From an optimization exercise on the open Yosys and OpenROAD flow, aimed at a short achievable clock period and few clock cycles per item; shortcuts taken in it are not production practice. RTL that was checked went through simulation tests only; none was proved equivalent to the original. Only the layout flow was run in runs 1, 3 and 4; the RTL was not checked for function there. Power is estimated from default activity; no workload was simulated.

===== design/flow/run.sh =====
#!/bin/bash
# synth_recipe.tcl (not shown) runs the flow's synth.tcl, then flattens the netlist and writes it again
# the make line also repeats each setting of config.mk as NAME=value (left out here)
make -C /OpenROAD-flow-scripts/flow DESIGN_CONFIG=/design/flow/config.mk WORK_HOME=/design/flow/orfs CLKGATE_MAP_FILE= SYNTH_SCRIPT=/design/flow/synth_recipe.tcl finish

===== design/flow/config.mk =====
export PLATFORM = sky130hd
export DESIGN_NAME = tms1100_core
export DESIGN_NICKNAME = tms1100_core
export VERILOG_FILES = /design/flow/design.v
export SDC_FILE = /design/flow/constraint.sdc
export NUM_CORES = 4
export LEC_CHECK = 0
export CAP_MARGIN = 20
export CORE_MARGIN = 2
export CORE_UTILIZATION = 40
export SETUP_SLACK_MARGIN = 4.5
export SLEW_MARGIN = 20

===== design/flow/constraint.sdc =====
create_clock -name core_clock -period 6.0 [get_ports {clk}]
set_input_delay 1.2000 -clock core_clock [delete_from_list [all_inputs] [get_ports {clk}]]
set_output_delay 1.2000 -clock core_clock [all_outputs]
set_load 0.01 [all_outputs]

===== design/flow/design.v =====
module tms1100_core (
    input  wire        clk,
    input  wire        rst,         
    output wire [10:0] rom_addr,    
    input  wire [7:0]  rom_data,    
    input  wire [3:0]  k_in,        
    output wire [4:0]  o_out,       
    output wire [10:0] r_out,       
    output wire        retire       
);
    reg        rst_q;
    reg [10:0] fa;           
    reg [10:0] fa_alt;       
    reg [10:0] fa_d;         
    reg        dv;           
    reg        d_pred;       
    reg        hit_q;        
    reg        bv;           
    reg [10:0] btag;         
    reg [10:0] btgt;         
    reg [1:0]  x;
    reg [3:0]  y;
    reg [3:0]  x_oh;         
    reg [15:0] y_oh;         
    reg [7:0]  ir;
    reg        ev;           
    reg        pend;         
    reg        pend_b;       
    reg [10:0] rec;          
    reg [3:0]  mreg;         
    reg [5:0]  e_addr;       
    reg [10:0] e_pc;         
    reg        e_sflag;      
    reg        f_stype;      
    reg        f_sfl;        
    reg        f_we;         
    reg [63:0] e_sel;        
    reg        f_wd_a;       
    reg        f_wd_c4;      
    reg        f_wd_bit;     
    reg        f_a_m;        
    reg        f_a_k;        
    reg        f_a_y;        
    reg        f_a_0;        
    reg        f_a_sum;      
    reg        f_s_sum;      
    reg        f_s_mnea;     
    reg        f_s_ynea;     
    reg        f_s_knez;     
    reg        f_s_tbit;     
    reg        f_s_mnez;     
    reg        f_s_ynec;     
    reg        e_k1;        
    reg        e_k2;
    reg        e_k3;
    reg        e_k4;
    reg        e_k5;
    reg        e_k6;
    reg        f_tdo;        
    reg        f_rstr;       
    reg        f_setr;       
    reg        f_tay;        
    reg        f_tmy;        
    reg        f_br;         
    reg        f_call;       
    reg        f_retn;       
    reg        f_comc;       
    reg        f_ldp;        
    reg        f_s1;         
    wire       e_stype = f_stype;
    wire       e_sfl = f_sfl;
    wire       e_we = f_we;
    wire       e_wd_a = f_wd_a;
    wire       e_wd_c4 = f_wd_c4;
    wire       e_wd_bit = f_wd_bit;
    wire       e_a_m = f_a_m;
    wire       e_a_k = f_a_k;
    wire       e_a_y = f_a_y;
    wire       e_a_0 = f_a_0;
    wire       e_a_sum = f_a_sum;
    wire       e_s_sum = f_s_sum;
    wire       e_s_mnea = f_s_mnea;
    wire       e_s_ynea = f_s_ynea;
    wire       e_s_knez = f_s_knez;
    wire       e_s_tbit = f_s_tbit;
    wire       e_s_mnez = f_s_mnez;
    wire       e_s_ynec = f_s_ynec;
    wire       e_tdo = f_tdo;
    wire       e_rstr = f_rstr;
    wire       e_setr = f_setr;
    wire       e_tay = f_tay;
    wire       e_tmy = f_tmy;
    wire       e_br = f_br;
    wire       e_call = f_call;
    wire       e_retn = f_retn;
    wire       e_comc = f_comc;
    wire       e_ldp = f_ldp;
    wire       e_s1 = f_s1;
    wire [63:0] e_wen = {64{e_we}} & e_sel;
    reg [3:0]  a;
    reg        s;
    reg        sl;
    reg [4:0]  o;
    reg [10:0] r;
    reg [3:0]  ram [0:63];
    reg [3:0]  pb;
    reg [5:0]  sr;
    reg        cl;
    reg        cb, cs;
    assign rom_addr = fa;
    assign o_out    = o;
    assign r_out    = r;
    assign retire   = ev;
    function [3:0] inc4(input [3:0] v);
        inc4 = {v[3] ^ (v[2] & v[1] & v[0]), v[2] ^ (v[1] & v[0]), v[1] ^ v[0], ~v[0]};
    endfunction
    function [3:0] dec4(input [3:0] v);
        dec4 = {v[3] ^ ~(v[2] | v[1] | v[0]), v[2] ^ ~(v[1] | v[0]), v[1] ^ ~v[0], ~v[0]};
    endfunction
    function [15:0] oh16(input [3:0] v);
        integer k;
        for (k = 0; k < 16; k = k + 1)
            oh16[k] = (v == k);
    endfunction
    wire [7:0] op   = ir;
    wire [3:0] c4   = {op[0], op[1], op[2], op[3]};    
    wire [1:0] bidx = {op[0], op[1]};                  
    wire [3:0] m    = mreg;
    wire [3:0] bmask  = {bidx == 2'd3, bidx == 2'd2, bidx == 2'd1, bidx == 2'd0};
    wire [3:0] m_bit  = op[2] ? (m & ~bmask) : (m | bmask);
    wire [3:0] ram_wd = ({4{e_wd_a}} & a) | ({4{e_wd_c4}} & c4) | ({4{e_wd_bit}} & m_bit);
    wire [4:0] sum_1  = {1'b0, m} + {1'b0, ~a} + 5'd1;       
    wire [4:0] sum_2  = {1'b0, a} + {1'b0, m};               
    wire [4:0] sum_3  = {1'b0, m} + 5'd15;                   
    wire [4:0] sum_4  = {1'b0, ~a} + 5'd1;                   
    wire [4:0] sum_5  = {1'b0, m} + 5'd1;                    
    wire [4:0] sum_6  = {1'b0, a} + {1'b0, c4} + 5'd1;       
    wire [4:0] sum    = ({5{e_k1}} & sum_1) | ({5{e_k2}} & sum_2) | ({5{e_k3}} & sum_3) |
                        ({5{e_k4}} & sum_4) | ({5{e_k5}} & sum_5) | ({5{e_k6}} & sum_6);
    wire [3:0] a_n = e_a_m   ? m :
                     e_a_k   ? k_in :
                     e_a_y   ? y :
                     e_a_0   ? 4'd0 :
                     e_a_sum ? sum[3:0] : a;
    wire       s_n = ~((e_s_sum  & ~sum[4]) |
                       (e_s_mnea & (m == a)) |
                       (e_s_ynea & (y == a)) |
                       (e_sfl    & ~e_sflag) |
                       (e_s_knez & (k_in == 4'd0)) |
                       (e_s_tbit & ~|(m & bmask)) |
                       (e_s_mnez & (m == 4'd0)) |
                       (e_s_ynec & (y == c4)));
    wire [10:0] r_sel = y_oh[10:0];
    wire [10:0] r_n   = e_setr ? (r | r_sel) : e_rstr ? (r & ~r_sel) : r;
    wire       br_t   = (e_br | e_call) & s;      
    wire       call_n = e_call & s & ~cl;          
    wire [3:0] pb_n   = e_ldp ? c4 : (e_call & s) ? e_pc[9:6] : pb;
    wire [5:0] sr_n   = call_n ? e_pc[5:0] + 6'd1 : sr;
    wire       cs_n   = call_n ? e_pc[10] : cs;
    wire       cl_n   = ~e_retn & (cl | (e_call & s));
    wire       cb_n   = cb ^ e_comc;
    wire [10:0] br_tgt = {cb, cl ? e_pc[9:6] : pb, op[5:0]};
    wire       s_next = e_s1 | ((e_stype | e_sfl) ? s_n : s);
    wire [7:0] dop      = rom_data;
    wire       taken_l  = pend & s;           
    wire       ntaken_l = pend & ~s;          
    wire       rec_b    = pend_b & ~s;        
    wire       e_kill   = e_retn | e_tay | e_tmy;
    wire [10:0] e_tgt   = (e_retn & cl) ? {cs, pb, sr} :
                          {e_pc[10], e_retn ? pb : e_pc[9:6], e_pc[5:0] + 6'd1};
    wire       d_ok     = dv & ~taken_l & ~rec_b & ~e_kill;    
    wire [3:0] pb_f     = e_ldp ? c4 : pb;
    wire       cb_f     = cb ^ e_comc;
    wire [4:0] br_hi    = {cb_f, cl ? fa_d[9:6] : pb_f};
    wire       ls_k     = ~e_stype;
    wire       ls_v     = e_s1 | (e_sfl & e_sflag) | (~e_s1 & ~e_sfl & s);
    wire       known_nt = ls_k & ~ls_v;
    wire       hit_ok   = (fa[10:6] == br_hi);
    wire       p_nt     = d_ok & d_pred & known_nt;             
    wire       p_fix    = d_ok & d_pred & ~known_nt & ~hit_ok;  
    wire       if_bad   = ntaken_l | p_nt;
    wire [10:0] seq_cur = if_bad ? fa_alt : fa;                  
    wire       hit      = hit_q;               
    wire       d_br     = dop[7];
    wire       d_retn   = (dop == 8'h0F);
    wire       d_pend   = d_ok & ~d_pred & d_br & ~ls_k;
    wire       d_pend_b = d_ok & d_pred & ~ls_k;
    wire [5:0] d_addr = {x, y};
    wire       m_fwd  = e_we & (e_addr == d_addr);
    wire [3:0] x_rd   = x_oh & {4{~m_fwd}};
    reg  [3:0] m_col [0:3];
    reg  [3:0] m_ram;
    integer    xi, yi;
    always @(*) begin
        for (xi = 0; xi < 4; xi = xi + 1) begin
            m_col[xi] = 4'd0;
            for (yi = 0; yi < 16; yi = yi + 1)
                m_col[xi] = m_col[xi] | ({4{y_oh[yi]}} & ram[xi * 16 + yi]);
        end
        m_ram = 4'd0;
        for (xi = 0; xi < 4; xi = xi + 1)
            m_ram = m_ram | ({4{x_rd[xi]}} & m_col[xi]);
    end
    wire [3:0] m_rd   = m_ram | ({4{m_fwd}} & ram_wd);
    wire [3:0] c4d    = {dop[0], dop[1], dop[2], dop[3]};              
    wire       y_dec  = d_ok & (dop[7:6] == 2'b00) & (dop[4:0] == 5'b00100);   
    wire       y_inc  = d_ok & (((dop[7:6] == 2'b00) & (dop[4:0] == 5'b00101)) |
                                (dop[7:4] == 4'h6));                      
    wire       y_tcy  = d_ok & (dop[7:4] == 4'h4);                        
    wire       y_hold = ~(y_dec | y_inc | y_tcy | e_tay | e_tmy);
    wire       x_comx = d_ok & (dop == 8'h09);                            
    wire       x_ldx  = d_ok & (dop[7:3] == 5'b00101);                    
    wire       x_hold = ~(x_comx | x_ldx);
    wire [3:0] y_n    = ({4{y_dec}} & dec4(y)) | ({4{y_inc}} & inc4(y)) | ({4{y_tcy}} & c4d) |
                        ({4{e_tay}} & a) | ({4{e_tmy}} & mreg) | ({4{y_hold}} & y);
    wire [15:0] y_oh_n = ({16{y_dec}} & {y_oh[0], y_oh[15:1]}) |
                         ({16{y_inc}} & {y_oh[14:0], y_oh[15]}) |
                         ({16{y_tcy}} & oh16(c4d)) |
                         ({16{e_tay}} & oh16(a)) | ({16{e_tmy}} & oh16(mreg)) |
                         ({16{y_hold}} & y_oh);
    wire [1:0] x_n    = ({2{x_comx}} & {~x[1], x[0]}) | ({2{x_ldx}} & {dop[1], dop[2]}) |
                        ({2{x_hold}} & x);
    wire [3:0] x_oh_n = ({4{x_comx}} & {x_oh[1:0], x_oh[3:2]}) |
                        ({4{x_ldx}} & {dop[1] & dop[2], dop[1] & ~dop[2], ~dop[1] & dop[2], ~dop[1] & ~dop[2]}) |
                        ({4{x_hold}} & x_oh);
    wire       sflag_n = y_inc ? y_oh[15] : ~y_oh[0];
    wire        base_seq = ~rec_b & ~e_kill & ~if_bad;
    wire [10:0] fa_inc   = {fa[10:6], fa[5:0] + 6'd1};
    wire        nt_next  = d_ok & (dop[7:6] == 2'b00) & (dop[4:1] == 4'b0010) &
                           (dop[0] ? ~y_oh[15] : y_oh[0]);
    wire        hit_p    = hit & ~nt_next;
    wire [10:0] fa_base  = rec_b ? rec : e_kill ? e_tgt : if_bad ? fa_alt : hit_p ? btgt : fa_inc;
    wire        sel_br   = (d_ok & ~d_pred & (~ls_k | ls_v) & d_br) | p_fix;
    wire        sel_none = ~sel_br;
    wire [10:0] fa_n     = sel_br ? {br_hi, dop[5:0]} : fa_base;
    wire        dv_n     = sel_br ? d_pend : (sel_none & base_seq);
    wire        pred_n   = sel_none & base_seq & hit_p;
    wire [10:0] btag_n   = (e_br & s) ? e_pc : btag;
    wire        hit_n    = sel_none & base_seq & ~hit_p & (bv | (e_br & s)) & (fa_inc == btag_n);
    reg d_we, d_wd_a, d_wd_c4, d_wd_bit;
    reg d_a_m, d_a_k, d_a_y, d_a_0, d_a_sum;
    reg d_s_sum, d_s_mnea, d_s_ynea, d_s_knez, d_s_tbit, d_s_mnez, d_s_ynec, d_sfl;
    reg d_k1, d_k2, d_k3, d_k4, d_k5, d_k6;
    reg d_tdo, d_rstr, d_setr, d_tay, d_tmy;
    always @(*) begin
        {d_we, d_wd_a, d_wd_c4, d_wd_bit} = 4'b0;
        {d_a_m, d_a_k, d_a_y, d_a_0, d_a_sum} = 5'b0;
        {d_s_sum, d_s_mnea, d_s_ynea, d_s_knez, d_s_tbit, d_s_mnez, d_s_ynec, d_sfl} = 8'b0;
        {d_k1, d_k2, d_k3, d_k4, d_k5, d_k6} = 6'b0;
        {d_tdo, d_rstr, d_setr, d_tay, d_tmy} = 5'b0;
        casez (dop)
            8'h00: d_s_mnea = 1'b1;                                           
            8'h01: {d_s_sum, d_k1} = 2'b11;                                 
            8'h02: d_s_ynea = 1'b1;                                           
            8'h03: {d_we, d_wd_a, d_a_m} = 3'b111;                            
            8'h04, 8'h05: d_sfl = 1'b1;                                       
            8'h06: {d_a_sum, d_s_sum, d_k2} = 3'b111;                      
            8'h07: {d_a_sum, d_s_sum, d_k3} = 3'b111;                      
            8'h08: d_a_k = 1'b1;                                              
            8'h0A: d_tdo = 1'b1;                                              
            8'h0C: d_rstr = 1'b1;                                             
            8'h0D: d_setr = 1'b1;                                             
            8'h0E: d_s_knez = 1'b1;                                           
            8'h20: d_tay = 1'b1;                                              
            8'h21: d_a_m = 1'b1;                                              
            8'h22: d_tmy = 1'b1;                                              
            8'h23: d_a_y = 1'b1;                                              
            8'h24, 8'h25: {d_we, d_wd_a, d_sfl} = 3'b111;                     
            8'h26: {d_we, d_wd_a, d_a_0} = 3'b111;                            
            8'h27: {d_we, d_wd_a} = 2'b11;                                    
            8'b0011_0???: {d_we, d_wd_bit} = 2'b11;                           
            8'b0011_10??: d_s_tbit = 1'b1;                                    
            8'h3C: {d_a_sum, d_s_sum, d_k1} = 3'b111;                      
            8'h3D: {d_a_sum, d_s_sum, d_k4} = 3'b111;                      
            8'h3E: {d_a_sum, d_s_sum, d_k5} = 3'b111;                      
            8'h3F: d_s_mnez = 1'b1;                                           
            8'h5?: d_s_ynec = 1'b1;                                           
            8'h6?: {d_we, d_wd_c4} = 2'b11;                                   
            8'h7F: d_a_0 = 1'b1;                                              
            8'h7?: {d_a_sum, d_s_sum, d_k6} = 3'b111;                      
            default: ;
        endcase
    end
    wire d_stype = d_s_sum | d_s_mnea | d_s_ynea | d_s_knez | d_s_tbit | d_s_mnez | d_s_ynec;
    integer i;
    always @(posedge clk) begin
        rst_q <= rst;
        if (rst) begin
            fa     <= 11'd0;
            dv     <= 1'b0;
            ev     <= 1'b0;
            pend   <= 1'b0;
            pend_b <= 1'b0;
            d_pred <= 1'b0;
            hit_q  <= 1'b0;
            bv     <= 1'b0;
            btag   <= 11'd0;
            btgt   <= 11'd0;
        end else begin
            ev     <= d_ok;
            pend   <= d_pend;
            pend_b <= d_pend_b;
            fa     <= fa_n;
            dv     <= dv_n;
            d_pred <= pred_n;
            hit_q  <= hit_n;
            if (e_br & s) begin
                bv   <= 1'b1;
                btag <= e_pc;
                btgt <= br_tgt;
            end
        end
        fa_alt  <= {fa[10:6], fa[5:0] + 6'd1};
        rec     <= fa_alt;
        fa_d    <= fa;
        e_pc    <= fa_d;
        if (rst) begin
            f_stype <= 1'b0;
            f_sfl <= 1'b0;
            f_we <= 1'b0;
            f_wd_a <= 1'b0;
            f_wd_c4 <= 1'b0;
            f_wd_bit <= 1'b0;
            f_a_m <= 1'b0;
            f_a_k <= 1'b0;
            f_a_y <= 1'b0;
            f_a_0 <= 1'b0;
            f_a_sum <= 1'b0;
            f_s_sum <= 1'b0;
            f_s_mnea <= 1'b0;
            f_s_ynea <= 1'b0;
            f_s_knez <= 1'b0;
            f_s_tbit <= 1'b0;
            f_s_mnez <= 1'b0;
            f_s_ynec <= 1'b0;
            f_tdo <= 1'b0;
            f_rstr <= 1'b0;
            f_setr <= 1'b0;
            f_tay <= 1'b0;
            f_tmy <= 1'b0;
            f_br <= 1'b0;
            f_call <= 1'b0;
            f_retn <= 1'b0;
            f_comc <= 1'b0;
            f_ldp <= 1'b0;
            f_s1 <= 1'b0;
        end else begin
            f_stype <= d_ok & d_stype;
            f_sfl <= d_ok & d_sfl;
            f_we <= d_ok & d_we;
            f_wd_a <= d_ok & d_wd_a;
            f_wd_c4 <= d_ok & d_wd_c4;
            f_wd_bit <= d_ok & d_wd_bit;
            f_a_m <= d_ok & d_a_m;
            f_a_k <= d_ok & d_a_k;
            f_a_y <= d_ok & d_a_y;
            f_a_0 <= d_ok & d_a_0;
            f_a_sum <= d_ok & d_a_sum;
            f_s_sum <= d_ok & d_s_sum;
            f_s_mnea <= d_ok & d_s_mnea;
            f_s_ynea <= d_ok & d_s_ynea;
            f_s_knez <= d_ok & d_s_knez;
            f_s_tbit <= d_ok & d_s_tbit;
            f_s_mnez <= d_ok & d_s_mnez;
            f_s_ynec <= d_ok & d_s_ynec;
            f_tdo <= d_ok & d_tdo;
            f_rstr <= d_ok & d_rstr;
            f_setr <= d_ok & d_setr;
            f_tay <= d_ok & d_tay;
            f_tmy <= d_ok & d_tmy;
            f_br <= d_ok & ((dop[7:6] == 2'b10));
            f_call <= d_ok & ((dop[7:6] == 2'b11));
            f_retn <= d_ok & d_retn;
            f_comc <= d_ok & ((dop == 8'h0B));
            f_ldp <= d_ok & ((dop[7:4] == 4'h1));
            f_s1 <= d_ok & ~d_stype & ~d_sfl;
        end
        ir      <= dop;
        e_k1   <= d_k1;
        e_k2  <= d_k2;
        e_k3  <= d_k3;
        e_k4   <= d_k4;
        e_k5  <= d_k5;
        e_k6   <= d_k6;
        e_sflag <= sflag_n;
        mreg    <= m_rd;
        e_addr  <= d_addr;
        for (i = 0; i < 64; i = i + 1)
            e_sel[i] <= x_oh[i / 16] & y_oh[i % 16];
        if (rst) begin
            o <= 5'd0;
            r <= 11'd0;
        end else begin
            if (e_tdo)
                o <= {sl, a};
            r <= r_n;
        end
        if (rst_q) begin
            x    <= 2'd0;
            y    <= 4'd0;
            x_oh <= 4'b0001;
            y_oh <= 16'd1;
            a    <= 4'd0;
            s    <= 1'b1;
            sl   <= 1'b0;
            pb   <= 4'd0;
            sr   <= 6'd0;
            cl   <= 1'b0;
            cb   <= 1'b0;
            cs   <= 1'b0;
            for (i = 0; i < 64; i = i + 1)
                ram[i] <= 4'hA;
        end else begin
            x    <= x_n;
            x_oh <= x_oh_n;
            y    <= y_n;
            y_oh <= y_oh_n;
            a  <= a_n;
            s  <= s_next;
            pb <= pb_n;
            sr <= sr_n;
            cl <= cl_n;
            cb <= cb_n;
            cs <= cs_n;
            if (e_s_ynea)
                sl <= (y != a);
            for (i = 0; i < 64; i = i + 1)
                if (e_wen[i])
                    ram[i] <= ram_wd;
        end
    end
endmodule

==> impl_metrics.csv, run 1 <==
group,metric,value,unit
outcome,status,"timing/DRC/antenna clean",
power_and_ir_drop,p_clk_frac,0.459,
global_route,grt_max_degree,122,
global_route,grt_overflow,0,
logic_synthesis,syn-cell-area,21000,um2
clocking,cts_sinks,508,
detailed_routing,wl,82400,um
floorplanning,std_cell_rows,83,
worst_hold_path,min_path_type,"reg2reg",
logic_synthesis,yosysSeqAreaShare,0.484,
finish,stdcell_area,29900,um2
detailed_routing,first_pass_iters,9,
critical_path,r2r_end,"ram[53][1]",
timing,finalHoldViolCount,0,
clocking,clkLatencyLatePin,620,ps
logic_synthesis,synthCells,2408,
critical_path,r2r_cells,12,
timing,max_freq,412,MHz
clocking,cts_tree,"yes",
worst_hold_path,min_to,"e_pc[0]",
worst_hold_path,worstHoldPathCells,0,
critical_path,reg2reg_slack,3570,ps
power_and_ir_drop,swShare,0.239,
timing,finalSetupTns,0,ps
detailed_routing,drt_iter0_drc,2367,
critical_path,cp_max_fo,6,
global_route,grt_first_pass_wirelength,116000,um
floorplanning,die_h,233,um
logic_synthesis,ys_warn_count,3,
detailed_routing,drc_errors,0,
placed_design,gp_congestion,0.906,
logic_synthesis,ys_types,73,
power_and_ir_drop,pwr_density_cell,244,nW/um2
critical_path,critical_path_class,"reg2reg",
placed_design,dp_hpwl,41400,um
power_and_ir_drop,leakagePower,10.4,nW
critical_path,end_kind,"register",
timing,finalCriticalPeriod,2430,ps
job,maxCapViolCount,0,
logic_synthesis,async_flop_share,0,
clocking,ctsRootBufferMaster,"clkbuf_16",
clocking,htree_levels,2,
clocking,numCtsBuffers,52,
power_and_ir_drop,max-vdd-ir-drop,0.218,mV
critical_path,arrival,2920,ps
detailed_routing,detail_route.vias_per_cell,6.15,
timing,slew_headroom,0.417,
global_route,first_global_vias,18995,
global_route,antenna_found_initial,1,
finish,area_growth,42.2,%
logic_synthesis,avgSynthCellArea,8.72,um2
global_route,grt_usage,0.281,
floorplanning,pin_count,42,
floorplanning,dieArea,54400,um2
timing,skew,29.3,ps
critical_path,critPathLaunchType,"register",
detailed_routing,vias,20196,
clocking,clk_path_buf_depth,3,
timing,setup_violations,0,
logic_synthesis,ys_seq_elements,508,
timing,post-route-period-util,0.404,
placed_design,dpl_cell_area,22100,um2
timing,slew_violations,0,
detailed_routing,wl_per_cell,25.1,um
timing,rsz0062_at_grt,"yes",
floorplanning,initial_core_util,0.407,
power_and_ir_drop,combPwrFrac,0.067,
logic_synthesis,synth_ff_type,"dfxtp_1",
power_and_ir_drop,p_seq_frac,0.475,
finish,final_nets,2607,
detailed_routing,ant_nets,0,
clocking,holdBufCountCts,0,
floorplanning,core,51600,um2
power_and_ir_drop,p_switching,0.00174,W
critical_path,timing.rr.start,"ir[1]",
timing,worstMarginPinSlew,873,ps
finish,drive_above_1_share,0.355,
placed_design,numPortBuffers,41,
worst_hold_path,min_from,"fa_d[0]",
logic_synthesis,synth-edff-count,0,
logic_synthesis,synth_nets,2450,
floorplanning,die_w,233,um
clocking,path_clk_slew,60,ps
critical_path,required,6500,ps
power_and_ir_drop,power.internal,0.00555,W
[cell usage in the layout (no fill, tap or decap), types with 16 or more instances in the layout]
cell / n
a221oi_2: 29
and2_1: 74
ha_1: 18
xnor2_1: 20
a221oi_1: 37
a21oi_2: 146
xor2_1: 19
buf_6: 93
nand3_1: 20
dfxtp_2: 27
inv_1: 21
dfxtp_4: 39
and3_1: 18
o21ai_0: 24
buf_12: 45
a31oi_1: 24
nand2_1: 138
a22o_1: 50
a211o_1: 132
mux2i_1: 27
a22oi_1: 43
dfxtp_1: 442
nor2_1: 345
a211oi_1: 16
clkbuf_16: 60
buf_16: 25
a21oi_1: 49
buf_4: 101
nor2_4: 143
[state kept, by name (all words and copies together) (netlist names), 5 cells and up, named ones only]
register and cells:
rec 7, ir 6, e_pc 10, fa_alt 7, e_addr 6, sr 6
fa_d 10, btgt 11, btag 11, o 5, fa 11, y_oh 16
e_sel 64, ram 256
[synthesized netlist by cell type, types with 32 or more instances]
cell type    n  area, um2
inv_1       32        120
nand2_1    156        586
dfxtp_1    508      10200
o21ai_0     46        230
a221oi_1    69        604
and2_1      74        463
a21oi_1    195        976
nor2_1     494       1850
a22oi_1     44        330
a211o_1    132       1160
clkbuf_1   152        571
a22o_1      53        464
[metrics by stage]
stage                     instances  hold WS [ps]  utilization  power, W  setup slack, ps
after CTS                      3228           324        0.535   0.00724             3580
after global placement         2968           311        0.428   0.00383             1840
final                          3286           323        0.579   0.00728             3570
after global routing           3285           325        0.579   0.00747             3540
after floorplan                2408           310            -   0.00375             3060
after detailed placement       2968           312        0.428   0.00383             1730
[worst max-delay path, cell delays in order (launching register included)]
cell	delay, ps
dfxtp_4	430
buf_4	140
inv_4	50
o21ai_2	140
o31ai_1	100
a222oi_1	420
buf_4	280
buf_6	120
buf_6	120
buf_12	110
buf_16	110
nor2_1	40
a211o_1	230
[layout make-up]
| class | instances | area [um2] |
|---|---|---|
| clock inverters | 24 | 263 |
| diodes | 1 | 2.50 |
| inverters | 33 | 181 |
| repair buffers | 292 | 3920 |
| multi-input cells | 1678 | 12800 |
| flip-flops and latches | 508 | 10300 |
| well taps | 680 | 851 |
| clock buffers | 70 | 1470 |
| fillers | 4175 | 21700 |
[per-layer routing]
metal / wire length (um) / up-vias / track usage
met5: 13 / - / 0
met4: 4270 / 2 / 0.132
met3: 6540 / 300 / 0.0449
met2: 38900 / 1067 / 0.468
met1: 32700 / 9892 / 0.355
li1: - / 8935 / -
[power by group through the flow]
stage | Combinational [W] | Sequential (W) | Clock (W)
2_1_floorplan | 0.000230 | 0.00352 | 0
3_3_place_gp | 0.000282 | 0.00355 | 0
3_5_place_dp | 0.000284 | 0.00355 | 0
4_1_cts | 0.000416 | 0.00346 | 0.00337
5_1_grt | 0.000506 | 0.00346 | 0.00350
6_report | 0.000486 | 0.00346 | 0.00334
[cell families after synthesis]
family / after synthesis / synth area share
xor gates and xnor gates: 44 / 0.0183
muxes: 32 / 0.0160
and+or+nand+nor: 889 / 0.187
adders and majority gates: 28 / 0.0178
AOI/OAI and AO/OA: 682 / 0.234
buffers and inverters: 225 / 0.0426
DFF: 508 / 0.484
[how the worst max path moves through the flow]
stage / slack (ps) / endpoint / cells after the start / startpoint
after floorplan: 3060 / y_oh[0] / 8 / rom_data[7]
after global placement: 1840 / y[1] / 8 / rom_data[2]
after detailed placement: 1730 / y_oh[10] / 8 / rom_data[2]
after CTS: 3580 / y_oh[10] / 8 / rom_data[7]
after global routing: 3540 / y_oh[10] / 8 / rom_data[2]
final: 3570 / ram[53][1] / 12 / ir[1]
[repair_timing]
item                                    in CTS  in global routing
endpoints found under the setup margin     410                377
cloned                                      30                  9
pin swaps                                   77                 79
buffers inserted                           136                 48
resized for setup                          678                405
hold endpoints to repair                     0                  0
==> inputs of run 2 (changes only) <==
--- a/design/flow/design.v
+++ b/design/flow/design.v
@@ -165,10 +165,7 @@
     wire       taken_l  = pend & s;           
     wire       ntaken_l = pend & ~s;          
     wire       rec_b    = pend_b & ~s;        
-    wire       e_kill   = e_retn | e_tay | e_tmy;
-    wire [10:0] e_tgt   = (e_retn & cl) ? {cs, pb, sr} :
-                          {e_pc[10], e_retn ? pb : e_pc[9:6], e_pc[5:0] + 6'd1};
-    wire       d_ok     = dv & ~taken_l & ~rec_b & ~e_kill;    
+    wire       d_ok     = dv & ~taken_l & ~rec_b;    
     wire [3:0] pb_f     = e_ldp ? c4 : pb;
     wire       cb_f     = cb ^ e_comc;
     wire [4:0] br_hi    = {cb_f, cl ? fa_d[9:6] : pb_f};
@@ -181,8 +178,10 @@
     wire       if_bad   = ntaken_l | p_nt;
     wire [10:0] seq_cur = if_bad ? fa_alt : fa;                  
     wire       hit      = hit_q;               
+    wire [10:0] rt_addr = cl ? {cs, pb_f, sr} : {fa_d[10], pb_f, seq_cur[5:0]};
     wire       d_br     = dop[7];
     wire       d_retn   = (dop == 8'h0F);
+    wire       d_ty     = (dop[7:2] == 6'b001000) & ~dop[0];      
     wire       d_pend   = d_ok & ~d_pred & d_br & ~ls_k;
     wire       d_pend_b = d_ok & d_pred & ~ls_k;
     wire [5:0] d_addr = {x, y};
@@ -224,15 +223,18 @@
                         ({4{x_ldx}} & {dop[1] & dop[2], dop[1] & ~dop[2], ~dop[1] & dop[2], ~dop[1] & ~dop[2]}) |
                         ({4{x_hold}} & x_oh);
     wire       sflag_n = y_inc ? y_oh[15] : ~y_oh[0];
-    wire        base_seq = ~rec_b & ~e_kill & ~if_bad;
+    wire        base_seq = ~rec_b & ~if_bad;
     wire [10:0] fa_inc   = {fa[10:6], fa[5:0] + 6'd1};
     wire        nt_next  = d_ok & (dop[7:6] == 2'b00) & (dop[4:1] == 4'b0010) &
                            (dop[0] ? ~y_oh[15] : y_oh[0]);
     wire        hit_p    = hit & ~nt_next;
-    wire [10:0] fa_base  = rec_b ? rec : e_kill ? e_tgt : if_bad ? fa_alt : hit_p ? btgt : fa_inc;
+    wire [10:0] fa_base  = rec_b ? rec : if_bad ? fa_alt : hit_p ? btgt : fa_inc;
     wire        sel_br   = (d_ok & ~d_pred & (~ls_k | ls_v) & d_br) | p_fix;
-    wire        sel_none = ~sel_br;
-    wire [10:0] fa_n     = sel_br ? {br_hi, dop[5:0]} : fa_base;
+    wire        sel_rt   = d_ok & d_retn;
+    wire        sel_ty   = d_ok & d_ty;
+    wire        sel_none = ~(sel_br | sel_rt | sel_ty);
+    wire [10:0] fa_n     = ({11{sel_br}} & {br_hi, dop[5:0]}) | ({11{sel_rt}} & rt_addr) |
+                           ({11{sel_ty}} & seq_cur) | ({11{sel_none}} & fa_base);
     wire        dv_n     = sel_br ? d_pend : (sel_none & base_seq);
     wire        pred_n   = sel_none & base_seq & hit_p;
     wire [10:0] btag_n   = (e_br & s) ? e_pc : btag;
==> run 2 against run 1 <==
Compared with the run above: utilization is 2.4 points higher; still clean on timing, DRC and antenna; sequential power hardly changed; highest routed layer is now met4; critical path type is now in2reg; sequential share of layout area shrank 1.3 points.
==> impl_metrics.csv, run 2 <==
group,metric,value,unit
detailed_routing,detail_route.vias_per_cell,6.25,
floorplanning,std_cell_rows,83,
finish,drive_above_1_share,0.388,
logic_synthesis,synth_top_cell_by_area,"dfxtp_1",
logic_synthesis,synth_commonest_cells,"dfxtp_1, nor2_1, a21oi_1",
floorplanning,initial_core_util,0.407,
detailed_routing,wl_per_cell,26.4,um
worst_hold_path,min_path_type,"reg2reg",
power_and_ir_drop,pwr_density_cell,239,nW/um2
logic_synthesis,synth_most_common_cell,"dfxtp_1",
power_and_ir_drop,p_seq_frac,0.467,
floorplanning,die_w,233,um
timing,finalHoldViolCount,0,
logic_synthesis,synth_ff_type,"dfxtp_1",
clocking,path_clk_slew,60,ps
critical_path,r2r_cells,7,
floorplanning,dieArea,54200,um2
global_route,grt_usage,0.305,
detailed_routing,drc_errors,0,
worst_hold_path,worstHoldPathCells,0,
logic_synthesis,synth-edff-count,0,
timing,finalSetupTns,0,ps
logic_synthesis,ys_types,69,
logic_synthesis,ys_seq_elements,508,
finish,final_nets,2662,
logic_synthesis,syn-cell-area,21000,um2
finish,final_cell_mix,"dfxtp_1, nor2_1, buf_4",
clocking,cts_tree,"yes",
logic_synthesis,ys_warn_count,3,
placed_design,gp_congestion,0.884,
critical_path,end_kind,"register",
timing,finalCriticalPeriod,2350,ps
job,maxCapViolCount,0,
power_and_ir_drop,swShare,0.249,
detailed_routing,ant_nets,0,
critical_path,cp_max_fo,6,
clocking,clk_path_buf_depth,3,
finish,largest_reg_flops,256,
power_and_ir_drop,combPwrFrac,0.077,
detailed_routing,vias,20875,
timing,whs,323,ps
placed_design,dp_slack,1840,ps
power_and_ir_drop,p_switching,0.00184,W
worst_hold_path,min_from,"fa_d[2]",
finish,fill_cells,4099,
timing,skew,36.9,ps
detailed_routing,first_pass_iters,7,
timing,worstMarginPinSlew,1020,ps
logic_synthesis,synth_top_area_share,0.485,
floorplanning,die_h,233,um
finish,final_cells,3340,
placed_design,dp_hpwl,41000,um
global_route,grt_max_degree,185,
global_route,grt_overflow,0,
power_and_ir_drop,leakagePower,11.1,nW
placed_design,numPortBuffers,41,
finish,final_common_cell,"dfxtp_1",
power_and_ir_drop,max-vdd-ir-drop,0.221,mV
timing,slew_violations,0,
outcome,status,"timing/DRC/antenna clean",
clocking,htree_levels,2,
finish,stdcell_area,31000,um2
clocking,clkLatencyLatePin,640,ps
critical_path,required,6570,ps
critical_path,timing.rr.start,"s",
finish,multi_input_area,13100,um2
clocking,ctsRootBufferMaster,"clkbuf_16",
timing,post-route-period-util,0.392,
floorplanning,core,51500,um2
finish,area_growth,48.1,%
detailed_routing,drt_iter0_drc,2528,
global_route,grt_first_pass_wirelength,125000,um
power_and_ir_drop,power.internal,0.00557,W
logic_synthesis,avgSynthCellArea,8.80,um2
critical_path,arrival,2920,ps
logic_synthesis,netlist_top_cells_area,"dfxtp_1, nor2_1, a211o_1",
logic_synthesis,synth_nets,2423,
placed_design,dpl_cell_area,22300,um2
clocking,cts_sinks,508,
critical_path,crit_start,"rom_data[7]",
logic_synthesis,synthCells,2381,
placed_design,placed_cells,2948,
floorplanning,pin_count,42,
clocking,numCtsBuffers,53,
logic_synthesis,yosysSeqAreaShare,0.485,
finish,area.sequential,10300,um2
timing,rsz0062_at_grt,"yes",
finish,top_register,"ram",
detailed_routing,wl,88100,um
critical_path,critPathLaunchType,"input pin",
critical_path,critical_path_class,"in2reg",
timing,setup_violations,0,
logic_synthesis,async_flop_share,0,
timing,setup_slack,3650,ps
timing,max_freq,426,MHz
finish,top_regs,"ram x256, e_sel x64, y_oh x16",
global_route,antenna_found_initial,1,
power_and_ir_drop,p_clk_frac,0.456,
finish,num_antenna_cells,0,
global_route,first_global_vias,19555,
timing,slew_headroom,0.318,
==> run 2: cell type report <==
| class | count | share of cell area |
|---|---|---|
| Sequential cell | 508 | 0.333 |
| Timing Repair Buffer | 364 | 0.153 |
| Clock inverter | 21 | 0.00677 |
| Inverter | 36 | 0.00677 |
| Tap cell | 680 | 0.0274 |
| Clock buffer | 74 | 0.0505 |
| Multi-Input combinational cell | 1657 | 0.423 |
==> run 2: power groups by stage <==
stage          Combinational [W]  Clock (W)  Sequential, W
5_1_grt                 0.000593    0.00353        0.00346
6_report                0.000573    0.00338        0.00346
2_1_floorplan           0.000235          0        0.00352
3_3_place_gp            0.000295          0        0.00355
4_1_cts                 0.000491    0.00339        0.00346
3_5_place_dp            0.000296          0        0.00355
==> run 2: worst paths after layout <==
| check | to | slack, ps |
|---|---|---|
| worst min-delay path | e_pc[2] | 320 |
| worst max register to register | fa[4] | 3750 |
| worst min register to register | e_pc[2] | 320 |
| worst max-delay path | hit_q | 3650 |
==> run 2: cells by family after synthesis <==
| group | synth area share |
|---|---|
| AOI/OAI and AO/OA | 0.230 |
| xor gates and xnor gates | 0.0208 |
| adders and majority gates | 0.0178 |
| buffers and inverters | 0.0438 |
| DFF | 0.485 |
| muxes | 0.0242 |
| and+or+nand+nor | 0.178 |
==> run 2: worst max-delay path, stage by stage <==
cell      delay [ps]
buf_12           110
buf_4            140
nor2b_4          130
a31oi_4          170
o221ai_2         150
o31a_1           310
nor3b_4          370
nand3_2          170
nor2_1           170
==> run 2: through the flow <==
| stage | total power (W) | utilization |
|---|---|---|
| after floorplan | 0.00375 | - |
| after global placement | 0.00384 | 0.432 |
| after detailed placement | 0.00384 | 0.432 |
| after CTS | 0.00733 | 0.571 |
| after global routing | 0.00758 | 0.603 |
| final | 0.00741 | 0.603 |
==> run 2: repair_timing <==
item                       in CTS  in global routing
resized for setup             898                241
pin swaps                     118                 94
hold buffers                    0                  0
setup endpoints to repair     416                376
buffers inserted              191                 58
gates cloned                   43                  5
==> run 2: routing by layer <==
metal | global-route usage | wire, um
met1 | 0.387 | 34500
met2 | 0.491 | 39800
met3 | 0.0499 | 7450
met4 | 0.178 | 6330
met5 | 0 | 0
Testbench counts of run 2, summed over its fixed seeds: cycles 69,942, instructions 64,000.
==> inputs of run 3 (changes only) <==
--- a/design/flow/design.v
+++ b/design/flow/design.v
@@ -165,7 +165,10 @@
     wire       taken_l  = pend & s;           
     wire       ntaken_l = pend & ~s;          
     wire       rec_b    = pend_b & ~s;        
-    wire       d_ok     = dv & ~taken_l & ~rec_b;    
+    wire       e_kill   = e_retn | e_tay | e_tmy;
+    wire [10:0] e_tgt   = (e_retn & cl) ? {cs, pb, sr} :
+                          {e_pc[10], e_retn ? pb : e_pc[9:6], e_pc[5:0] + 6'd1};
+    wire       d_ok     = dv & ~taken_l & ~rec_b & ~e_kill;    
     wire [3:0] pb_f     = e_ldp ? c4 : pb;
     wire       cb_f     = cb ^ e_comc;
     wire [4:0] br_hi    = {cb_f, cl ? fa_d[9:6] : pb_f};
@@ -178,10 +181,8 @@
     wire       if_bad   = ntaken_l | p_nt;
     wire [10:0] seq_cur = if_bad ? fa_alt : fa;                  
     wire       hit      = hit_q;               
-    wire [10:0] rt_addr = cl ? {cs, pb_f, sr} : {fa_d[10], pb_f, seq_cur[5:0]};
     wire       d_br     = dop[7];
     wire       d_retn   = (dop == 8'h0F);
-    wire       d_ty     = (dop[7:2] == 6'b001000) & ~dop[0];      
     wire       d_pend   = d_ok & ~d_pred & d_br & ~ls_k;
     wire       d_pend_b = d_ok & d_pred & ~ls_k;
     wire [5:0] d_addr = {x, y};
@@ -202,39 +203,32 @@
     end
     wire [3:0] m_rd   = m_ram | ({4{m_fwd}} & ram_wd);
     wire [3:0] c4d    = {dop[0], dop[1], dop[2], dop[3]};              
-    wire       y_dec  = d_ok & (dop[7:6] == 2'b00) & (dop[4:0] == 5'b00100);   
-    wire       y_inc  = d_ok & (((dop[7:6] == 2'b00) & (dop[4:0] == 5'b00101)) |
-                                (dop[7:4] == 4'h6));                      
-    wire       y_tcy  = d_ok & (dop[7:4] == 4'h4);                        
-    wire       y_hold = ~(y_dec | y_inc | y_tcy | e_tay | e_tmy);
+    wire       c_t    = (dop[7:6] == 2'b01) & ~dop[4];                    
+    wire       c_d    = (dop[7:6] == 2'b00) & (dop[4:1] == 4'b0010);      
+    wire       y_inc  = d_ok & ((c_t & dop[5]) | (c_d & dop[0]));        
+    wire       y_dec  = d_ok & c_d & ~dop[0];                            
+    wire       y_tcy  = d_ok & c_t & ~dop[5];                            
     wire       x_comx = d_ok & (dop == 8'h09);                            
     wire       x_ldx  = d_ok & (dop[7:3] == 5'b00101);                    
-    wire       x_hold = ~(x_comx | x_ldx);
-    wire [3:0] y_n    = ({4{y_dec}} & dec4(y)) | ({4{y_inc}} & inc4(y)) | ({4{y_tcy}} & c4d) |
-                        ({4{e_tay}} & a) | ({4{e_tmy}} & mreg) | ({4{y_hold}} & y);
-    wire [15:0] y_oh_n = ({16{y_dec}} & {y_oh[0], y_oh[15:1]}) |
-                         ({16{y_inc}} & {y_oh[14:0], y_oh[15]}) |
-                         ({16{y_tcy}} & oh16(c4d)) |
-                         ({16{e_tay}} & oh16(a)) | ({16{e_tmy}} & oh16(mreg)) |
-                         ({16{y_hold}} & y_oh);
-    wire [1:0] x_n    = ({2{x_comx}} & {~x[1], x[0]}) | ({2{x_ldx}} & {dop[1], dop[2]}) |
-                        ({2{x_hold}} & x);
-    wire [3:0] x_oh_n = ({4{x_comx}} & {x_oh[1:0], x_oh[3:2]}) |
-                        ({4{x_ldx}} & {dop[1] & dop[2], dop[1] & ~dop[2], ~dop[1] & dop[2], ~dop[1] & ~dop[2]}) |
-                        ({4{x_hold}} & x_oh);
+    wire [3:0]  y_e    = e_tay ? a : e_tmy ? mreg : y;
+    wire [15:0] y_oh_e = e_tay ? oh16(a) : e_tmy ? oh16(mreg) : y_oh;
+    wire [3:0]  y_n    = y_inc ? inc4(y) : y_dec ? dec4(y) : y_tcy ? c4d : d_ok ? y : y_e;
+    wire [15:0] y_oh_n = y_inc ? {y_oh[14:0], y_oh[15]} : y_dec ? {y_oh[0], y_oh[15:1]} :
+                         y_tcy ? oh16(c4d) : d_ok ? y_oh : y_oh_e;
+    wire [1:0]  x_n    = x_comx ? {~x[1], x[0]} : x_ldx ? {dop[1], dop[2]} : x;
+    wire [3:0]  x_oh_n = x_comx ? {x_oh[1:0], x_oh[3:2]} :
+                         x_ldx ? {dop[1] & dop[2], dop[1] & ~dop[2], ~dop[1] & dop[2], ~dop[1] & ~dop[2]} :
+                         x_oh;
     wire       sflag_n = y_inc ? y_oh[15] : ~y_oh[0];
-    wire        base_seq = ~rec_b & ~if_bad;
+    wire        base_seq = ~rec_b & ~e_kill & ~if_bad;
     wire [10:0] fa_inc   = {fa[10:6], fa[5:0] + 6'd1};
     wire        nt_next  = d_ok & (dop[7:6] == 2'b00) & (dop[4:1] == 4'b0010) &
                            (dop[0] ? ~y_oh[15] : y_oh[0]);
     wire        hit_p    = hit & ~nt_next;
-    wire [10:0] fa_base  = rec_b ? rec : if_bad ? fa_alt : hit_p ? btgt : fa_inc;
+    wire [10:0] fa_base  = rec_b ? rec : e_kill ? e_tgt : if_bad ? fa_alt : hit_p ? btgt : fa_inc;
     wire        sel_br   = (d_ok & ~d_pred & (~ls_k | ls_v) & d_br) | p_fix;
-    wire        sel_rt   = d_ok & d_retn;
-    wire        sel_ty   = d_ok & d_ty;
-    wire        sel_none = ~(sel_br | sel_rt | sel_ty);
-    wire [10:0] fa_n     = ({11{sel_br}} & {br_hi, dop[5:0]}) | ({11{sel_rt}} & rt_addr) |
-                           ({11{sel_ty}} & seq_cur) | ({11{sel_none}} & fa_base);
+    wire        sel_none = ~sel_br;
+    wire [10:0] fa_n     = sel_br ? {br_hi, dop[5:0]} : fa_base;
     wire        dv_n     = sel_br ? d_pend : (sel_none & base_seq);
     wire        pred_n   = sel_none & base_seq & hit_p;
     wire [10:0] btag_n   = (e_br & s) ? e_pc : btag;
--- a/design/flow/config.mk
+++ b/design/flow/config.mk
@@ -5,8 +5,9 @@
 export SDC_FILE = /design/flow/constraint.sdc
 export NUM_CORES = 4
 export LEC_CHECK = 0
+export ABC_CLOCK_PERIOD_IN_PS = 2000
 export CAP_MARGIN = 20
 export CORE_MARGIN = 2
 export CORE_UTILIZATION = 40
-export SETUP_SLACK_MARGIN = 4.5
+export SETUP_SLACK_MARGIN = 4.0
 export SLEW_MARGIN = 20
==> run 3 against run 2 <==
Compared with the run above: register-to-register slack worse by 150 ps; area after synthesis up 1.8%; first-iteration DRC count down 14%; clock skew about the same; worst setup slack worse by 140 ps; sequential cell count unchanged; critical path depth unchanged; sequential power about the same; cell count down 2.8%; wire length down 10%; design area down 5.6%; largest power group is now the clock network.
==> impl_metrics.csv, run 3 <==
group,metric,value,unit
critical_path,r2r_end,"fa[6]",
detailed_routing,drt_iter0_drc,2183,
detailed_routing,detail_route.vias_per_cell,6.20,
power_and_ir_drop,power.internal,0.00588,W
finish,top_regs,"ram x256, e_sel x64, y_oh x16",
finish,num_antenna_cells,0,
logic_synthesis,synthCells,2374,
clocking,cts_tree,"yes",
outcome,status,"timing/DRC/antenna clean",
placed_design,gp_congestion,0.908,
logic_synthesis,synth_top_area_share,0.477,
logic_synthesis,synth_commonest_cells,"dfxtp_1, nor2_1, a21oi_1",
timing,worstMarginPinSlew,886,ps
finish,final_cell_mix,"dfxtp_1, nor2_1, nand2_1",
finish,fill_cells,4365,
critical_path,timing.rr.start,"f_tay",
global_route,grt_first_pass_wirelength,113000,um
logic_synthesis,ys_warn_count,3,
placed_design,placed_cells,2926,
power_and_ir_drop,swShare,0.239,
floorplanning,core,52700,um2
timing,max_freq,402,MHz
timing,setup_violations,0,
critical_path,critPathLaunchType,"input pin",
timing,finalHoldViolCount,0,
placed_design,dp_hpwl,40600,um
finish,area_growth,37.4,%
logic_synthesis,ys_seq_elements,508,
power_and_ir_drop,combPwrFrac,0.075,
finish,drive_above_1_share,0.326,
logic_synthesis,avgSynthCellArea,8.99,um2
detailed_routing,wl,78900,um
floorplanning,die_w,235,um
power_and_ir_drop,leakagePower,10.1,nW
detailed_routing,ant_nets,0,
logic_synthesis,ys_types,85,
critical_path,crit_start,"rom_data[3]",
critical_path,arrival,3010,ps
timing,slew_violations,0,
placed_design,dpl_cell_area,22200,um2
floorplanning,pin_count,42,
logic_synthesis,yosysSeqAreaShare,0.477,
worst_hold_path,min_path_type,"reg2reg",
timing,post-route-period-util,0.415,
clocking,holdBufCountCts,0,
critical_path,cp_max_fo,5,
clocking,path_clk_slew,60,ps
clocking,clk_path_buf_depth,3,
floorplanning,std_cell_rows,84,
logic_synthesis,synth-edff-count,0,
finish,final_common_cell,"dfxtp_1",
finish,top_register,"ram",
critical_path,required,6520,ps
global_route,first_global_vias,18594,
clocking,ctsRootBufferMaster,"clkbuf_16",
clocking,numCtsBuffers,53,
logic_synthesis,synth_top_cell_by_area,"dfxtp_1",
job,maxCapViolCount,0,
floorplanning,dieArea,55200,um2
power_and_ir_drop,max-vdd-ir-drop,0.235,mV
finish,multi_input_area,12500,um2
floorplanning,initial_core_util,0.405,
logic_synthesis,synth_nets,2410,
timing,slew_headroom,0.409,
logic_synthesis,netlist_top_cells_area,"dfxtp_1, nor2_1, a211o_1",
detailed_routing,vias,20110,
floorplanning,die_h,235,um
global_route,grt_overflow,0,
logic_synthesis,synth_most_common_cell,"dfxtp_1",
finish,largest_reg_flops,256,
finish,stdcell_area,29300,um2
timing,rsz0062_at_grt,"yes",
finish,area.sequential,10400,um2
detailed_routing,wl_per_cell,24.3,um
critical_path,critPathCapture,"fa[6]",
clocking,htree_levels,2,
finish,final_cells,3245,
placed_design,numPortBuffers,41,
global_route,grt_max_degree,165,
clocking,cts_sinks,508,
timing,skew,36.9,ps
logic_synthesis,async_flop_share,0,
clocking,clkLatencyLatePin,630,ps
critical_path,end_kind,"register",
power_and_ir_drop,p_clk_frac,0.474,
critical_path,r2r_cells,7,
timing,finalSetupTns,0,ps
finish,final_nets,2550,
detailed_routing,drc_errors,0,
timing,finalCriticalPeriod,2490,ps
critical_path,critical_path_class,"in2reg",
power_and_ir_drop,p_switching,0.00184,W
power_and_ir_drop,pwr_density_cell,263,nW/um2
logic_synthesis,syn-cell-area,21300,um2
global_route,antenna_found_initial,0,
critical_path,reg2reg_slack,3600,ps
global_route,grt_usage,0.259,
logic_synthesis,synth_ff_type,"dfxtp_1",
power_and_ir_drop,p_seq_frac,0.451,
detailed_routing,first_pass_iters,6,
run 3: timing repair:
| item | in CTS | in global routing |
|---|---|---|
| endpoints found under the setup margin | 373 | 319 |
| buffers inserted | 148 | 40 |
| cloned | 22 | 11 |
| pin swaps | 85 | 241 |
| resized for setup | 536 | 419 |
run 3: logic make-up (layout without fill, tap and decap cells):
family                   count (synthesis)  in the layout  share of synthesized area
AO/OA/AOI/OAI                          734            736                      0.254
adder cells (fa/ha/maj)                 22             22                     0.0140
XOR/XNOR                                45             45                     0.0185
AND/OR/NAND/NOR                        780            783                      0.169
buffers and inverters                  241            419                     0.0454
multiplexers                            44             44                     0.0226
flip-flops                             508            508                      0.477
run 3: how the worst min path moves through the flow:
stage	from	endpoint	slack (ps)	depth (start not counted)
after floorplan	fa_d[0]	e_pc[0]	310	0
after global placement	fa_d[0]	e_pc[0]	310	0
after detailed placement	fa_d[5]	e_pc[5]	310	0
after CTS	fa_d[5]	e_pc[5]	330	0
after global routing	fa_d[0]	e_pc[0]	330	0
final	fa_d[5]	e_pc[5]	330	0
run 3: metrics by stage:
stage	hold slack, ps	utilization	power (W)	setup slack [ps]
5_1_grt	332	0.557	0.00792	3460
3_5_place_dp	314	0.421	0.00394	1670
2_1_floorplan	310	-	0.00380	3020
6_report	326	0.557	0.00772	3510
3_3_place_gp	312	0.421	0.00393	1840
4_1_cts	328	0.514	0.00768	3570
run 3: worst max-delay path: stages:
cell and delay [ps]:
buf_8 100, buf_12 120, nor4b_4 270, buf_6 170, nand2_8 60, o31a_4 340
nor3_4 270, a222oi_1 180, a311oi_2 290
run 3: layout make-up:
class | instances | share of cell area
timing repair buffer | 290 | 0.120
multi-input combinational | 1630 | 0.426
clock buffer | 72 | 0.0518
clock inverter | 26 | 0.0147
inverter | 31 | 0.00452
sequential | 508 | 0.353
tap | 688 | 0.0294
run 3: per-layer routing:
metal	routed length [um]	share of wire	global-route usage	vias to the layer above
met4	3420	0.043	0.105	0
met5	0	0	0	-
met3	6870	0.087	0.0455	236
li1	-	-	-	9008
met1	33000	0.42	0.351	9830
met2	35600	0.45	0.408	1036
run 3: power groups by stage:
stage	clock (W)	sequential, W	combinational [W]
6_report	0.00366	0.00348	0.000575
5_1_grt	0.00383	0.00349	0.000603
4_1_cts	0.00369	0.00349	0.000506
3_5_place_dp	0	0.00358	0.000355
3_3_place_gp	0	0.00358	0.000350
2_1_floorplan	0	0.00353	0.000269
==> inputs of run 4 (changes only) <==
--- a/design/flow/design.v
+++ b/design/flow/design.v
@@ -38,64 +38,92 @@
     reg        f_wd_a;       
     reg        f_wd_c4;      
     reg        f_wd_bit;     
-    reg        f_a_m;        
-    reg        f_a_k;        
-    reg        f_a_y;        
-    reg        f_a_0;        
-    reg        f_a_sum;      
-    reg        f_s_sum;      
-    reg        f_s_mnea;     
-    reg        f_s_ynea;     
-    reg        f_s_knez;     
-    reg        f_s_tbit;     
-    reg        f_s_mnez;     
-    reg        f_s_ynec;     
     reg        e_k1;        
     reg        e_k2;
     reg        e_k3;
     reg        e_k4;
     reg        e_k5;
     reg        e_k6;
-    reg        f_tdo;        
-    reg        f_rstr;       
-    reg        f_setr;       
-    reg        f_tay;        
-    reg        f_tmy;        
-    reg        f_br;         
-    reg        f_call;       
-    reg        f_retn;       
     reg        f_comc;       
     reg        f_ldp;        
     reg        f_s1;         
+    reg g_we, g_wd_a, g_wd_c4, g_wd_bit;
+    reg g_a_m, g_a_k, g_a_y, g_a_0, g_a_sum;
+    reg g_s_sum, g_s_mnea, g_s_ynea, g_s_knez, g_s_tbit, g_s_mnez, g_s_ynec, g_sfl;
+    reg g_k1, g_k2, g_k3, g_k4, g_k5, g_k6;
+    reg g_tdo, g_rstr, g_setr, g_tay, g_tmy;
+    always @(*) begin
+        {g_we, g_wd_a, g_wd_c4, g_wd_bit} = 4'b0;
+        {g_a_m, g_a_k, g_a_y, g_a_0, g_a_sum} = 5'b0;
+        {g_s_sum, g_s_mnea, g_s_ynea, g_s_knez, g_s_tbit, g_s_mnez, g_s_ynec, g_sfl} = 8'b0;
+        {g_k1, g_k2, g_k3, g_k4, g_k5, g_k6} = 6'b0;
+        {g_tdo, g_rstr, g_setr, g_tay, g_tmy} = 5'b0;
+        casez (ir)
+            8'h00: g_s_mnea = 1'b1;                                           
+            8'h01: {g_s_sum, g_k1} = 2'b11;                                 
+            8'h02: g_s_ynea = 1'b1;                                           
+            8'h03: {g_we, g_wd_a, g_a_m} = 3'b111;                            
+            8'h04, 8'h05: g_sfl = 1'b1;                                       
+            8'h06: {g_a_sum, g_s_sum, g_k2} = 3'b111;                      
+            8'h07: {g_a_sum, g_s_sum, g_k3} = 3'b111;                      
+            8'h08: g_a_k = 1'b1;                                              
+            8'h0A: g_tdo = 1'b1;                                              
+            8'h0C: g_rstr = 1'b1;                                             
+            8'h0D: g_setr = 1'b1;                                             
+            8'h0E: g_s_knez = 1'b1;                                           
+            8'h20: g_tay = 1'b1;                                              
+            8'h21: g_a_m = 1'b1;                                              
+            8'h22: g_tmy = 1'b1;                                              
+            8'h23: g_a_y = 1'b1;                                              
+            8'h24, 8'h25: {g_we, g_wd_a, g_sfl} = 3'b111;                     
+            8'h26: {g_we, g_wd_a, g_a_0} = 3'b111;                            
+            8'h27: {g_we, g_wd_a} = 2'b11;                                    
+            8'b0011_0???: {g_we, g_wd_bit} = 2'b11;                           
+            8'b0011_10??: g_s_tbit = 1'b1;                                    
+            8'h3C: {g_a_sum, g_s_sum, g_k1} = 3'b111;                      
+            8'h3D: {g_a_sum, g_s_sum, g_k4} = 3'b111;                      
+            8'h3E: {g_a_sum, g_s_sum, g_k5} = 3'b111;                      
+            8'h3F: g_s_mnez = 1'b1;                                           
+            8'h5?: g_s_ynec = 1'b1;                                           
+            8'h6?: {g_we, g_wd_c4} = 2'b11;                                   
+            8'h7F: g_a_0 = 1'b1;                                              
+            8'h7?: {g_a_sum, g_s_sum, g_k6} = 3'b111;                      
+            default: ;
+        endcase
+    end
+    wire g_br   = (ir[7:6] == 2'b10);
+    wire g_call = (ir[7:6] == 2'b11);
+    wire g_retn = (ir == 8'h0F);
     wire       e_stype = f_stype;
     wire       e_sfl = f_sfl;
     wire       e_we = f_we;
     wire       e_wd_a = f_wd_a;
     wire       e_wd_c4 = f_wd_c4;
     wire       e_wd_bit = f_wd_bit;
-    wire       e_a_m = f_a_m;
-    wire       e_a_k = f_a_k;
-    wire       e_a_y = f_a_y;
-    wire       e_a_0 = f_a_0;
-    wire       e_a_sum = f_a_sum;
-    wire       e_s_sum = f_s_sum;
-    wire       e_s_mnea = f_s_mnea;
-    wire       e_s_ynea = f_s_ynea;
-    wire       e_s_knez = f_s_knez;
-    wire       e_s_tbit = f_s_tbit;
-    wire       e_s_mnez = f_s_mnez;
-    wire       e_s_ynec = f_s_ynec;
-    wire       e_tdo = f_tdo;
-    wire       e_rstr = f_rstr;
-    wire       e_setr = f_setr;
-    wire       e_tay = f_tay;
-    wire       e_tmy = f_tmy;
-    wire       e_br = f_br;
-    wire       e_call = f_call;
-    wire       e_retn = f_retn;
+    wire       e_a_m = ev_i & g_a_m;
+    wire       e_a_k = ev_i & g_a_k;
+    wire       e_a_y = ev_i & g_a_y;
+    wire       e_a_0 = ev_i & g_a_0;
+    wire       e_a_sum = ev_i & g_a_sum;
+    wire       e_s_sum = ev_i & g_s_sum;
+    wire       e_s_mnea = ev_i & g_s_mnea;
+    wire       e_s_ynea = ev_i & g_s_ynea;
+    wire       e_s_knez = ev_i & g_s_knez;
+    wire       e_s_tbit = ev_i & g_s_tbit;
+    wire       e_s_mnez = ev_i & g_s_mnez;
+    wire       e_s_ynec = ev_i & g_s_ynec;
+    wire       e_tdo = ev_i & g_tdo;
+    wire       e_rstr = ev_i & g_rstr;
+    wire       e_setr = ev_i & g_setr;
+    wire       e_tay = ev_i & g_tay;
+    wire       e_tmy = ev_i & g_tmy;
+    wire       e_br = ev_i & g_br;
+    wire       e_call = ev_i & g_call;
+    wire       e_retn = ev_i & g_retn;
     wire       e_comc = f_comc;
     wire       e_ldp = f_ldp;
     wire       e_s1 = f_s1;
+    wire       ev_i = f_s1 | f_stype | f_sfl;    
     wire [63:0] e_wen = {64{e_we}} & e_sel;
     reg [3:0]  a;
     reg        s;
@@ -317,26 +345,6 @@
             f_wd_a <= 1'b0;
             f_wd_c4 <= 1'b0;
             f_wd_bit <= 1'b0;
-            f_a_m <= 1'b0;
-            f_a_k <= 1'b0;
-            f_a_y <= 1'b0;
-            f_a_0 <= 1'b0;
-            f_a_sum <= 1'b0;
-            f_s_sum <= 1'b0;
-            f_s_mnea <= 1'b0;
-            f_s_ynea <= 1'b0;
-            f_s_knez <= 1'b0;
-            f_s_tbit <= 1'b0;
-            f_s_mnez <= 1'b0;
-            f_s_ynec <= 1'b0;
-            f_tdo <= 1'b0;
-            f_rstr <= 1'b0;
-            f_setr <= 1'b0;
-            f_tay <= 1'b0;
-            f_tmy <= 1'b0;
-            f_br <= 1'b0;
-            f_call <= 1'b0;
-            f_retn <= 1'b0;
             f_comc <= 1'b0;
             f_ldp <= 1'b0;
             f_s1 <= 1'b0;
@@ -347,26 +355,6 @@
             f_wd_a <= d_ok & d_wd_a;
             f_wd_c4 <= d_ok & d_wd_c4;
             f_wd_bit <= d_ok & d_wd_bit;
-            f_a_m <= d_ok & d_a_m;
-            f_a_k <= d_ok & d_a_k;
-            f_a_y <= d_ok & d_a_y;
-            f_a_0 <= d_ok & d_a_0;
-            f_a_sum <= d_ok & d_a_sum;
-            f_s_sum <= d_ok & d_s_sum;
-            f_s_mnea <= d_ok & d_s_mnea;
-            f_s_ynea <= d_ok & d_s_ynea;
-            f_s_knez <= d_ok & d_s_knez;
-            f_s_tbit <= d_ok & d_s_tbit;
-            f_s_mnez <= d_ok & d_s_mnez;
-            f_s_ynec <= d_ok & d_s_ynec;
-            f_tdo <= d_ok & d_tdo;
-            f_rstr <= d_ok & d_rstr;
-            f_setr <= d_ok & d_setr;
-            f_tay <= d_ok & d_tay;
-            f_tmy <= d_ok & d_tmy;
-            f_br <= d_ok & ((dop[7:6] == 2'b10));
-            f_call <= d_ok & ((dop[7:6] == 2'b11));
-            f_retn <= d_ok & d_retn;
             f_comc <= d_ok & ((dop == 8'h0B));
             f_ldp <= d_ok & ((dop[7:4] == 4'h1));
             f_s1 <= d_ok & ~d_stype & ~d_sfl;
==> run 4 against run 3 <==
Compared with the run above: wire length down 0.60%; design area up 1.8%; utilization up 2.5 points; still clean on timing, DRC and antenna; first-iteration DRC count down 0.69%; clock power down 9.6%; critical path depth unchanged; area after synthesis down 2.7%; worst hold slack better by 0.62 ps; highest routed layer unchanged; via count down 1.3%.
==> impl_metrics.csv, run 4 <==
group,metric,value,unit
outcome,status,"timing/DRC/antenna clean",
finish,final_cell_mix,"dfxtp_1, nor2_1, nor2_4",
floorplanning,die_h,232,um
logic_synthesis,synth_ff_type,"dfxtp_1",
detailed_routing,vias,19850,
clocking,cts_tree,"yes",
logic_synthesis,async_flop_share,0,
power_and_ir_drop,leakagePower,10.2,nW
detailed_routing,drt_iter0_drc,2168,
logic_synthesis,synth_nets,2432,
timing,rsz0062_at_grt,"yes",
placed_design,gp_congestion,0.918,
finish,final_common_cell,"dfxtp_1",
critical_path,end_kind,"register",
clocking,htree_levels,2,
finish,drive_above_1_share,0.384,
clocking,cts_sinks,490,
logic_synthesis,syn-cell-area,20800,um2
detailed_routing,ant_nets,0,
placed_design,dpl_cell_area,21700,um2
timing,setup_violations,0,
floorplanning,dieArea,53700,um2
finish,final_nets,2575,
finish,final_core_util,0.582,
global_route,grt_overflow,0,
logic_synthesis,synth_commonest_cells,"dfxtp_1, nor2_1, a21oi_1",
floorplanning,initial_core_util,0.405,
logic_synthesis,avgSynthCellArea,8.67,um2
detailed_routing,detail_route.vias_per_cell,6.09,
finish,multi_input_area,13400,um2
detailed_routing,first_pass_iters,8,
timing,finalHoldViolCount,0,
clocking,holdBufCountCts,0,
timing,finalSetupTns,0,ps
critical_path,required,6530,ps
global_route,grt_usage,0.274,
critical_path,cp_max_fo,11,
critical_path,reg2reg_slack,3210,ps
power_and_ir_drop,max-vdd-ir-drop,0.289,mV
logic_synthesis,synthCells,2395,
logic_synthesis,synth_top_cell_by_area,"dfxtp_1",
floorplanning,die_w,232,um
finish,area.sequential,9970,um2
critical_path,critical_path_class,"reg2reg",
timing,slew_headroom,0.306,
logic_synthesis,synth-edff-count,0,
floorplanning,core,51300,um2
finish,stdcell_area,29800,um2
global_route,antenna_found_initial,0,
global_route,first_global_vias,18450,
floorplanning,pin_count,42,
worst_hold_path,min_path_type,"reg2reg",
global_route,grt_max_degree,77,
clocking,path_clk_slew,60,ps
job,maxCapViolCount,0,
placed_design,numPortBuffers,41,
detailed_routing,wl,78400,um
finish,area_growth,43.7,%
clocking,clk_path_buf_depth,3,
finish,largest_reg_flops,256,
logic_synthesis,synth_top_area_share,0.472,
timing,worstMarginPinSlew,1040,ps
detailed_routing,drc_errors,0,
finish,top_register,"ram",
critical_path,critPathLaunchType,"register",
logic_synthesis,netlist_top_cells_area,"dfxtp_1, nor2_1, a211o_1",
clocking,numCtsBuffers,51,
timing,slew_violations,0,
logic_synthesis,ys_types,79,
timing,post-route-period-util,0.466,
timing,finalCriticalPeriod,2790,ps
timing,max_freq,358,MHz
power_and_ir_drop,pwr_density_cell,245,nW/um2
floorplanning,std_cell_rows,83,
power_and_ir_drop,power.total,0.00730,W
clocking,clkLatencyLatePin,610,ps
placed_design,dp_hpwl,39400,um
finish,top_regs,"ram x256, e_sel x64, y_oh x16",
finish,fill_cells,4178,
logic_synthesis,yosysSeqAreaShare,0.472,
clocking,ctsRootBufferMaster,"clkbuf_16",
timing,skew,20.0,ps
logic_synthesis,ys_seq_elements,490,
detailed_routing,wl_per_cell,24.1,um
global_route,grt_first_pass_wirelength,113000,um
logic_synthesis,ys_warn_count,3,
critical_path,arrival,3320,ps
logic_synthesis,synth_most_common_cell,"dfxtp_1",
==> run 4: cells by family after synthesis <==
| family | share of synthesized area |
|---|---|
| AO/OA/AOI/OAI | 0.241 |
| XOR/XNOR | 0.0194 |
| adder cells (fa/ha/maj) | 0.0149 |
| buffers and inverters | 0.0438 |
| flip-flops | 0.472 |
| multiplexers | 0.0218 |
| AND/OR/NAND/NOR | 0.187 |
==> run 4: stage by stage <==
step	instances	hold WS, ps	setup slack (ps)
2_1_floorplan	2395	310	2670
3_3_place_gp	2955	310	1550
3_5_place_dp	2955	312	1480
4_1_cts	3220	326	3170
5_1_grt	3255	328	3120
6_report	3257	327	3210
==> run 4: layer usage <==
metal  share of wire  up-vias  GRT usage
met1            0.42     9727      0.371
li1                -     8948          -
met3           0.080      223     0.0440
met4           0.040        0      0.110
met2            0.46      952      0.436
met5               0        -          0
==> run 4: cell type report <==
type,instances,share of cell area
sequential,490,0.334
timing repair buffer,287,0.124
antenna,2,0.000168
multi-input combinational,1680,0.451
clock buffer,74,0.0490
tap,680,0.0285
inverter,28,0.00440
clock inverter,16,0.00860
==> run 4: report_power, final <==
part / leakage, nW / switching (W) / total [W] / internal [W]
clock network: 0.844 / 0.00136 / 0.00331 / 0.00195
logic: 5.39 / 0.000355 / 0.000618 / 0.000263
registers: 4.00 / 0.0000727 / 0.00338 / 0.00330
==> run 4: path summary, 6_finish.rpt <==
path	from	endpoint	cells after the start
worst max register to register	ir[5]	y_oh[6]	9
worst min register to register	fa_d[0]	e_pc[0]	0
worst max-delay path	ir[5]	y_oh[6]	9
worst min-delay path	fa_d[0]	e_pc[0]	0
==> run 4: worst max-delay path, cell delays in order, from the launching register on <==
cell and delay [ps]:
dfxtp_4 370, buf_4 120, nor2b_1 390, nand4_1 230, buf_4 240, mux2_2 310, nand2_1 70, o21ai_1 520
o211ai_1 270, a21oi_2 190
==> run 4: repair_timing <==
action	in CTS	in global routing
pin swaps	137	319
resized for setup	678	569
buffers inserted	143	30
setup endpoints to repair	380	375
gates cloned	32	5

re-timing with driven ports:
The flow's constraints put no driver on any port. The routed layouts listed below were extracted and timed again, unchanged, in two steps.
Step 1: set_driving_cell puts a clkbuf_16 on clk and a buf_2 on each other input, an assumption about the parent block.
Step 2 moves the port delays by t, midway between the first and last clock arrival at a register: inputs arrive t later, outputs are due t later. That takes back most of the time a late clock gives input paths.
Three values: ideal, step 1, step 2; two values: the first two.
run	shift t [ns]	setup WS [ns]	slew at the worst register clock pin (ns)
run 1	0.657	3.574 / 3.574 / 2.948	0.07 / 0.07
run 2	0.682	3.651 / 3.614 / 2.986	0.07 / 0.07
run 3	0.667	3.510 / 3.530 / 2.863	0.07 / 0.07
run 4	0.655	3.206 / 3.206 / 2.587	0.06 / 0.06
After both steps every run listed still meets setup and hold. For run 2, which loses most, drivers alone change the setup slack by -0.037 ns; drivers and shift together by -0.665 ns.
